From an optimization exercise on the open Yosys and OpenROAD flow, aimed at small area; shortcuts taken in it are not production practice. In this exercise RTL edits were held to simulation tests only and were not proved equivalent to the original. Power figures rest on the tool's default switching activity, not on a simulated workload.

===== flow/config.mk =====
export PLATFORM = sky130hd
export DESIGN_NAME = nibble_core
export DESIGN_NICKNAME = nibble_core
export VERILOG_FILES = /design/flow/design.v
export SDC_FILE = /design/flow/constraint.sdc
export NUM_CORES = 4
export LEC_CHECK = 0
export CAP_MARGIN = 20
export CORE_MARGIN = 2
export CORE_UTILIZATION = 40
export SLEW_MARGIN = 20

===== flow/constraint.sdc =====
create_clock -name core_clock -period 6.5 [get_ports {clk}]
set_input_delay 1.3000 -clock core_clock [delete_from_list [all_inputs] [get_ports {clk}]]
set_output_delay 1.3000 -clock core_clock [all_outputs]
set_load 0.01 [all_outputs]

===== flow/design.v =====
module nibble_core #(
    parameter W = 320,
    parameter H = 240
) (
    input  wire         clk,
    input  wire         rst_n,         
    input  wire         cmd_valid,
    output wire         cmd_ready,
    input  wire [127:0] cmd_word,
    output wire         done,
    output wire [2:0]   result,
    output wire         vram_req,
    output wire         vram_we,
    output wire [15:0]  vram_addr,
    output wire [7:0]   vram_wdata,
    input  wire         vram_gnt,
    input  wire [7:0]   vram_rdata,
    output wire         text_req,
    output wire [15:0]  text_addr,
    input  wire         text_gnt,
    input  wire [7:0]   text_rdata,
    output wire         font_req,
    output wire [8:0]   font_addr,
    input  wire         font_gnt,
    input  wire [7:0]   font_rdata
);
    localparam RB  = W / 2;
    localparam SBC = RB * H;
    localparam S_IDLE = 4'd0;
    localparam S_FIN  = 4'd1;
    localparam S_RD   = 4'd2;    
    localparam S_WR   = 4'd3;    
    localparam S_SRD  = 4'd4;    
    localparam S_SCHK = 4'd5;    
    localparam S_TRD  = 4'd6;    
    localparam S_FRD  = 4'd7;    
    localparam S_NC   = 4'd8;    
    localparam S_NC2  = 4'd9;    
    localparam M_RMW    = 3'd0;
    localparam M_WRBYTE = 3'd1;
    localparam M_CLEAR  = 3'd2;
    localparam M_PIXEL  = 3'd3;
    localparam M_VLINE  = 3'd4;
    localparam M_HLINE  = 3'd5;
    localparam M_GLYPH  = 3'd6;
    localparam M_TEXT   = 3'd7;
    reg [3:0]  state;
    reg [2:0]  mode;
    reg [2:0]  code;
    reg [15:0] ADDR;
    reg        STEP;
    reg [63:0] G;        
    reg [7:0]  C;        
    reg [8:0]  CNT;      
    reg [5:0]  I;        
    reg        par;      
    wire [15:0] P0   = G[63:48];             
    wire [7:0]  opm  = G[55:48];             
    wire [7:0]  opv  = G[63:56];             
    wire [15:0] SA   = G[47:32];             
    wire [5:0]  LIM  = G[29:24];             
    wire [127:0] cw = cmd_word;
    wire [7:0]   op = cw[7:0];
    wire z9   = ~|cw[15:9];
    wire z16  = ~|cw[23:16];
    wire z24  = ~|cw[47:24];
    wire z48  = ~|cw[71:48];
    wire z72  = ~|cw[79:72];
    wire z80  = ~|cw[119:80];
    wire z120 = ~|cw[127:120];
    wire z_hi = z80 & z120;
    wire is_sa = (op == 8'h01);
    wire is_ss = (op == 8'h02);
    wire is_wb = (op == 8'h03);
    wire is_rm = (op == 8'h04);
    wire is_cl = (op == 8'h10);
    wire is_sp = (op == 8'h11);
    wire is_dl = (op == 8'h20);
    wire is_dg = (op == 8'h30);
    wire is_ds = (op == 8'h31);
    wire legal = (is_sa & z24 & z48 & z72 & z_hi)
               | (is_ss & z9 & z16 & z24 & z48 & z72 & z_hi)
               | ((is_wb | is_cl) & z16 & z24 & z48 & z72 & z_hi)
               | (is_rm & z24 & z48 & z72 & z_hi)
               | (is_sp & z48 & z72 & z_hi)
               | (is_dl & z_hi)
               | (is_dg & z120)
               | (is_ds & z72 & z_hi);
    wire [15:0] f_x  = cw[23:8];
    wire [15:0] f_y  = cw[39:24];
    wire [15:0] f_x1 = cw[55:40];
    wire [15:0] f_y1 = cw[71:56];
    wire addr_oor = (ADDR >= SBC);
    wire c8_bad   = |cw[15:12];
    wire c40_bad  = |cw[47:44];
    wire c48_bad  = |cw[55:52];
    wire c56_bad  = |cw[63:60];
    wire c64_bad  = |cw[71:68];
    wire c72_bad  = |cw[79:76];
    wire x_oor  = (f_x >= W);
    wire y_oor  = (f_y >= H);
    wire x1_oor = (f_x1 >= W);
    wire y1_oor = (f_y1 >= H);
    wire line_vert = (f_x == f_x1) && (f_y <= f_y1);
    wire line_horz = (f_y == f_y1) && (f_x < f_x1);
    wire gx_oor = ({1'b0, f_x} + 17'd7 >= W);
    wire gy_oor = ({1'b0, f_y} + 17'd7 >= H);
    wire sy_oor = ({1'b0, f_x1} + 17'd7 >= H);      
    wire [8:0]  ox  = is_ds ? f_y[8:0]  : f_x[8:0];
    wire [7:0]  oy  = is_ds ? f_x1[7:0] : f_y[7:0];
    wire [15:0] off = {oy, 7'd0} + {3'd0, oy, 5'd0} + {8'd0, ox[8:1]};
    wire [9:0]  srem = 10'd320 - {1'b0, f_y[8:0]};
    wire [5:0]  lim  = (f_y > W || sy_oor) ? 6'd0 : srem[8:3];
    wire [8:0]  llen = line_vert ? {1'b0, f_y1[7:0]} - {1'b0, f_y[7:0]}
                                 : f_x1[8:0] - f_x[8:0];
    wire [2:0] col = CNT[2:0];
    wire [2:0] row = CNT[5:3];
    wire       gbit = (mode == M_TEXT)  ? font_rdata[~col]
                    : (mode == M_GLYPH) ? G[{row, ~col}] : 1'b1;
    wire [3:0] nib = gbit ? C[3:0] : C[7:4];
    reg [7:0] mm, mv;
    always @(*) begin
        case (mode)
        M_RMW:    begin mm = opm;   mv = opv; end
        M_WRBYTE: begin mm = 8'hFF; mv = opm; end
        M_CLEAR:  begin mm = 8'hFF; mv = {opm[3:0], opm[3:0]}; end
        default:  begin
            mm = par ? 8'h0F : 8'hF0;
            mv = par ? {4'h0, nib} : {nib, 4'h0};
        end
        endcase
    end
    assign vram_wdata = (vram_rdata & ~mm) | mv;
    wire last = &CNT;
    reg [15:0] dk;
    reg        dc;
    always @(*) begin
        dk = 16'd0;
        dc = par;
        case (state)
        S_NC2: dk = 16'hFBA0;                        
        default: case (mode)
            M_WRBYTE: dc = STEP;
            M_CLEAR:  dc = 1'b1;
            M_VLINE:  begin dk = 16'd160; dc = 1'b0; end
            M_GLYPH, M_TEXT: if (col == 3'd7) dk = 16'd156;
            default: ;
        endcase
        endcase
    end
    wire [15:0] anext = ADDR + dk + {15'd0, dc};
    assign cmd_ready  = (state == S_IDLE);
    assign done       = (state == S_FIN);
    assign result     = code;
    assign vram_req   = (state == S_RD) | (state == S_WR) | (state == S_FRD);
    assign vram_we    = (state == S_WR);
    assign vram_addr  = ADDR;
    assign text_req   = (state == S_SRD) | (state == S_TRD) | (state == S_NC);
    assign text_addr  = P0 + {10'd0, I};
    assign font_req   = (state == S_FRD);
    assign font_addr  = {text_rdata[6], text_rdata[4:0], row};
    wire wr_ok = vram_gnt;
    always @(posedge clk) begin
        if (state == S_IDLE) begin
            G[47:0] <= cw[103:56];
            G[63:48] <= is_dg ? cw[119:104] : cw[23:8];
            if (is_ds) begin
                G[47:32] <= off;
                G[29:24] <= lim;
            end
            C[3:0] <= is_ds ? cw[59:56] : is_dl ? cw[75:72] : cw[43:40];
            C[7:4] <= is_ds ? cw[67:64] : cw[51:48];
        end
    end
    always @(posedge clk) begin
        if (!rst_n) begin
            state <= S_IDLE;
            ADDR  <= 16'd0;
            STEP  <= 1'b0;
        end else begin
            case (state)
            S_IDLE: if (cmd_valid) begin
                code  <= 3'd0;
                state <= S_FIN;
                CNT   <= 9'h1FF;
                par   <= ox[0];
                I     <= 6'd0;
                if (!legal) code <= 3'd6;
                else if (is_sa) begin
                    if (f_x >= SBC) code <= 3'd1;
                    else            ADDR <= f_x;
                end else if (is_ss) begin
                    STEP <= cw[8];
                end else if (is_wb) begin
                    mode <= M_WRBYTE;
                    if (addr_oor) code <= 3'd1;
                    else          state <= S_RD;
                end else if (is_rm) begin
                    mode <= M_RMW;
                    if (addr_oor)  code <= 3'd1;
                    else if (STEP) code <= 3'd5;
                    else           state <= S_RD;
                end else if (is_cl) begin
                    mode <= M_CLEAR;
                    if (c8_bad) code <= 3'd4;
                    else begin
                        ADDR  <= 16'd0;
                        STEP  <= 1'b1;
                        state <= S_RD;
                    end
                end else if (is_sp) begin
                    mode <= M_PIXEL;
                    if (x_oor || y_oor) code <= 3'd1;
                    else if (c40_bad)   code <= 3'd4;
                    else begin
                        ADDR  <= off;
                        STEP  <= 1'b0;
                        state <= S_RD;
                    end
                end else if (is_dl) begin
                    mode <= line_vert ? M_VLINE : M_HLINE;
                    CNT  <= ~llen;
                    if (x_oor || y_oor || x1_oor || y1_oor) code <= 3'd1;
                    else if (!line_vert && !line_horz)      code <= 3'd2;
                    else if (c72_bad)                       code <= 3'd4;
                    else begin
                        ADDR  <= off;
                        STEP  <= 1'b0;
                        state <= S_RD;
                    end
                end else if (is_dg) begin
                    mode <= M_GLYPH;
                    CNT  <= 9'h1C0;
                    if (gx_oor || gy_oor)        code <= 3'd1;
                    else if (c40_bad || c48_bad) code <= 3'd4;
                    else begin
                        ADDR  <= off;
                        STEP  <= 1'b0;
                        state <= S_RD;
                    end
                end else begin   
                    mode  <= M_TEXT;
                    CNT   <= 9'h1C0;
                    if (c56_bad || c64_bad) code <= 3'd4;
                    state <= S_SRD;
                end
            end
            S_RD: if (vram_gnt) state <= S_WR;
            S_WR: begin
                state <= (mode == M_TEXT) ? S_TRD : S_RD;
                if (wr_ok) begin
                    case (mode)
                    M_RMW, M_PIXEL: state <= S_FIN;
                    M_WRBYTE: begin
                        ADDR  <= anext;
                        state <= S_FIN;
                    end
                    M_CLEAR: begin
                        ADDR <= anext;
                        if (ADDR == SBC - 1) state <= S_FIN;
                    end
                    M_TEXT: begin
                        if (last) begin
                            I     <= I + 6'd1;
                            state <= S_NC;
                        end else begin
                            CNT  <= CNT + 9'd1;
                            ADDR <= anext;
                            par  <= ~par;
                        end
                    end
                    default: begin    
                        if (last) state <= S_FIN;
                        else begin
                            CNT  <= CNT + 9'd1;
                            ADDR <= anext;
                            if (mode != M_VLINE) par <= ~par;
                        end
                    end
                    endcase
                end
            end
            S_SRD: if (text_gnt) state <= S_SCHK;
            S_SCHK: begin
                state <= S_SRD;
                if (text_rdata == 8'd0) begin
                    if (code != 3'd0 || I == 6'd0) state <= S_FIN;
                    else begin
                        I     <= 6'd0;
                        ADDR  <= SA;
                        STEP  <= 1'b0;
                        state <= S_TRD;
                    end
                end else if (I == LIM) begin
                    code  <= 3'd1;
                    state <= S_FIN;
                end else if (text_rdata < 8'd32 || text_rdata > 8'd95) begin
                    code  <= 3'd3;
                    state <= S_FIN;
                end else
                    I <= I + 6'd1;
            end
            S_TRD: if (text_gnt) state <= S_FRD;
            S_FRD: state <= (font_gnt && vram_gnt) ? S_WR : S_TRD;
            S_NC: if (text_gnt) state <= S_NC2;
            S_NC2: begin
                if (text_rdata == 8'd0) state <= S_FIN;
                else begin
                    ADDR  <= anext;
                    par   <= ~par;
                    CNT   <= 9'h1C0;
                    state <= S_TRD;
                end
            end
            S_FIN: state <= S_IDLE;
            default: state <= S_IDLE;
            endcase
        end
    end
endmodule

===== flow/run.sh =====
#!/bin/bash
# synth_recipe.tcl (not shown) runs the flow's synth.tcl, then flattens the netlist and writes it again
# the make line also repeats each setting of config.mk as NAME=value (left out here)
make -C /OpenROAD-flow-scripts/flow DESIGN_CONFIG=/design/flow/config.mk WORK_HOME=/design/flow/orfs CLKGATE_MAP_FILE= SYNTH_SCRIPT=/design/flow/synth_recipe.tcl finish

==> impl_metrics.ini <==
[detailed_routing]
drt_iter0_markers = 1169
ant_nets = 0
routed_wl_mm = 41.8
drtPass1Iterations = 7
via_per_inst = 6.01
wl_per_cell_microns = 22.9
vias = 11000
post-route-drc-count = 0

[floorplan]
die_x_microns = 168
placementRows = 59
io_pins = 216
dieArea_sq_um = 28200
core_area_sq_um = 26200
initial_core_util = 0.410
die_height_microns = 168

[logic_synthesis]
netlist_area_sq_um = 10700
ys_seq_area_frac = 0.302
avgSynthCellArea_sq_um = 8.39
synth_ff_type = edfxtp_1
synth_edf_count = 94
async_flop_share = 0
synth_cells = 1280
synth_nets = 1530
ys_ff_latch = 115
yosys_warnings = 1
netlist-cell-type-count = 76

[placed_design]
dp_cells = 1793
io_buffer_count = 215
place_congestion = 1.02
placed_area_sq_um = 13200
dp_hpwl_mm = 33.7

[cells_and_area]
drive_gt1_frac = 0.0725
fin_util = 0.529
num-nets-final = 1727
syn2layout_area_growth_pct = 29.1
design_area_sq_um = 13900
final_cell_count_no_fill = 1826

[sta]
tightest_slew_ns = 0.970
drv_slew = 0
hold_violations = 0
max_freq_mhz = 168
fin_tns_setup_ns = 0
finClkSkew_ns = 0.00817
relSlewSlack = 0.347
setup_viol = 0
period_needed_ns = 5.96
fin_crit_sh = 0.917
rsz0062_at_grt = false

[cts]
htree_levels = 4
cts_root_buf = clkbuf_16
clk_pin_slew_ns = 0.06
hold_buffers = 0
post-cts-setup-buffers = 0
cts_resized = 0
insertion_delay_ns = 0.43
cts_buffers = 17
clk_path_buf_depth = 2
numClockSinks = 115
tritoncts = built

[pwr]
pwr-share-comb = 0.364
power.internal_mw = 2.25
cellPowerDensity_nw_per_um2 = 250
seqPwrFrac = 0.347
p_switching_mw = 1.21
vdd_ir_drop_max_mv = 0.145
p_sw_frac = 0.349
clkPwrFrac = 0.289
p_leak_nw = 5.48

[global_routing]
grt_use_met1 = 0.392
grt_pass1_wl_mm = 62.5
gr-total-overflow = 0
grt_pass1_vias = 10600
antenna_found_initial = 3
top_usage_layer = met2
grt_use_total = 0.294
grt_max_degree = 57
grtUsageMet3 = 0.0738
gr-usage-met2 = 0.467

[setup_path]
r2r_start = state[0]
rr_endpoint = ADDR[14]
rr_worst_depth = 17
path_cells = clkdlybuf4s50_1 -> nor4b_1 -> and3_1 -> o21ai_0 -> fa_1 -> ha_1 -> a211oi_1 -> o21bai_1 -> a21oi_1 -> o21bai_1 -> a21oi_1 -> o21bai_1 -> a31oi_1 -> nand3_1 -> o221a_2
ff2ff_setup_slack_ns = 1.65
cp_slowest_stage_delay_ns = 0.72
worst_setup_path_end_kind = flop
arrival_ns = 6.28
cp_max_fo = 17
start_kind = primary input
required_ns = 6.82
path_class = in -> reg
critical_path_buf_inv_count = 1
crit_top_cell = o21bai_1
slowest_stage = nor4b_1
crit_family = compound AO/OA/AOI/OAI gates

[min_path]
min_from = STEP
hold_path_class = reg -> reg
holdPathStages = 2
worstHoldEndpoint = STEP

[flow_run]
cap_viol_max_count = 0

[run_status]
status = no timing/DRC/antenna violations
==> cells by family after synthesis <==
| group | synth area share |
|---|---|
| simple gates | 0.223 |
| compound gates | 0.198 |
| buf+inv | 0.0521 |
| flops | 0.302 |
| fa+ha+maj | 0.111 |
| xor+xnor | 0.0481 |
| mux | 0.0652 |
==> tightest hold or removal path, cell delays in order, from the launching register on <==
cell	delay, ns
dfxtp_1	0.34
nand2_1	0.07
mux2i_1	0.06
==> layout by cell type, fill, tap and decap left out, types with 5 or more instances in the layout <==
| master | count |
|---|---|
| o21ai_0 | 101 |
| nand3_1 | 35 |
| fa_1 | 5 |
| mux2i_1 | 17 |
| a21o_1 | 13 |
| and2_1 | 12 |
| o31ai_1 | 11 |
| o21a_1 | 6 |
| xnor2_1 | 37 |
| a211oi_1 | 25 |
| buf_4 | 25 |
| a31o_2 | 5 |
| and3_1 | 15 |
| inv_1 | 74 |
| o21bai_1 | 6 |
| nor2b_1 | 21 |
| xor2_1 | 22 |
| a221oi_1 | 12 |
| ha_1 | 87 |
| clkbuf_16 | 17 |
| dfxtp_1 | 21 |
| nor3_1 | 31 |
| clkdlybuf4s50_1 | 215 |
| a21oi_1 | 73 |
| a31oi_1 | 16 |
| nand4_1 | 18 |
| edfxtp_1 | 94 |
| nor4_1 | 37 |
| nand2b_1 | 21 |
| mux4_2 | 22 |
| a22oi_1 | 7 |
| o211ai_1 | 7 |
| a21boi_0 | 5 |
| or2_2 | 5 |
| nor2_1 | 101 |
| nand2_1 | 180 |
| inv_6 | 5 |
==> flip-flops by register name (all words and copies together) (netlist names) <==
register  count
code          3
STEP          1
C             8
par           1
G            64
CNT           9
ADDR         16
I             6
state         4
mode          3
==> synthesized netlist by cell type (all sizes together) (7+ instances only) <==
master	n	area, sq um
a211oi	27	213
a21o	13	97.6
a21oi	73	365
a221oi	12	105
a22oi	7	52.6
a31oi	16	100
and2	12	75.1
and3	15	93.8
buf	18	105
clkbuf	44	165
dfxtp	21	420
edfxtp	94	2820
ha	87	1090
inv	76	285
mux2i	17	170
mux4	22	495
nand2	180	676
nand2b	21	131
nand3	36	180
nand4	18	113
nor2	101	379
nor2b	21	131
nor3	34	175
nor4	37	231
o211ai	7	52.6
o21ai	103	515
o31ai	12	95.1
xnor2	37	324
xor2	22	193
==> routing by layer <==
metal | routed length, microns | vias up
li1 | - | 5143
met1 | 17500 | 5150
met2 | 18900 | 602
met3 | 4070 | 74
met4 | 1310 | 4
met5 | 26 | -
==> worst max-delay path by stage <==
stage | cells past startpoint | start | slack, ns | end
global placement | 15 | cmd_word[0] | 0.37 | ADDR[15]
finish | 15 | cmd_word[0] | 0.54 | ADDR[15]
CTS | 15 | cmd_word[0] | 0.65 | ADDR[15]
detailed placement | 15 | cmd_word[0] | 0.26 | ADDR[15]
global route | 15 | cmd_word[0] | 0.07 | ADDR[15]
floorplan | 19 | cmd_word[0] | 1.02 | ADDR[15]
==> area by class of cell <==
type,instances,area [sq um]
Inverter,77,289
Timing Repair Buffer,240,2340
Sequential cell,115,3240
Antenna cell,1,2.50
Clock buffer,17,425
Clock inverter,15,195
Multi-Input combinational cell,1026,6950
Tap cell,335,419
Fill cell,2484,12300
==> stage by stage <==
stage          hold slack (ns)  power (mW)  setup slack, ns
4_1_cts                  0.528        3.46            0.648
3_5_place_dp             0.511        2.46            0.261
5_1_grt                  0.576        3.63           0.0691
6_report                 0.522        3.46            0.537
2_1_floorplan            0.461        1.87             1.02
3_3_place_gp             0.495        2.45            0.372
==> power by group through the flow <==
| stage | clock (mW) | sequential [mW] | combinational, mW |
|---|---|---|---|
| 2_1_floorplan | 0 | 1.16 | 0.712 |
| 3_3_place_gp | 0 | 1.21 | 1.24 |
| 3_5_place_dp | 0 | 1.21 | 1.24 |
| 4_1_cts | 1.01 | 1.20 | 1.25 |
| 5_1_grt | 1.04 | 1.22 | 1.36 |
| 6_report | 1.00 | 1.20 | 1.26 |

separate check: timing with driven ports:
How much do the figures lean on ideal ports? The routed layout below was timed once more, with nothing changed but the port constraints.
Step 1 (the two cells are an assumption about what drives the block):
set clk [get_ports {clk}]
set_driving_cell -lib_cell sky130_fd_sc_hd__clkbuf_16 $clk
set_driving_cell -lib_cell sky130_fd_sc_hd__buf_2 [delete_from_list [all_inputs] $clk]
Step 2 times the ports against the registers' clock, not the clock port: input delays grow and output delays shrink by t, the midpoint of the rising clock arrivals with the driver on.
Slacks: no drivers / after step 1 / after step 2; pairs: no drivers / after step 1.
shift t [ns]: 0.474
setup WS [ns]: 0.537 / 0.556 / 0.082
worst setup path after step 2: input to register
pins driven straight from the clock port: 1
After both steps setup and hold are still met in this run. The setup slack of this run moves by +0.019 ns with the drivers and by -0.455 ns with both steps.
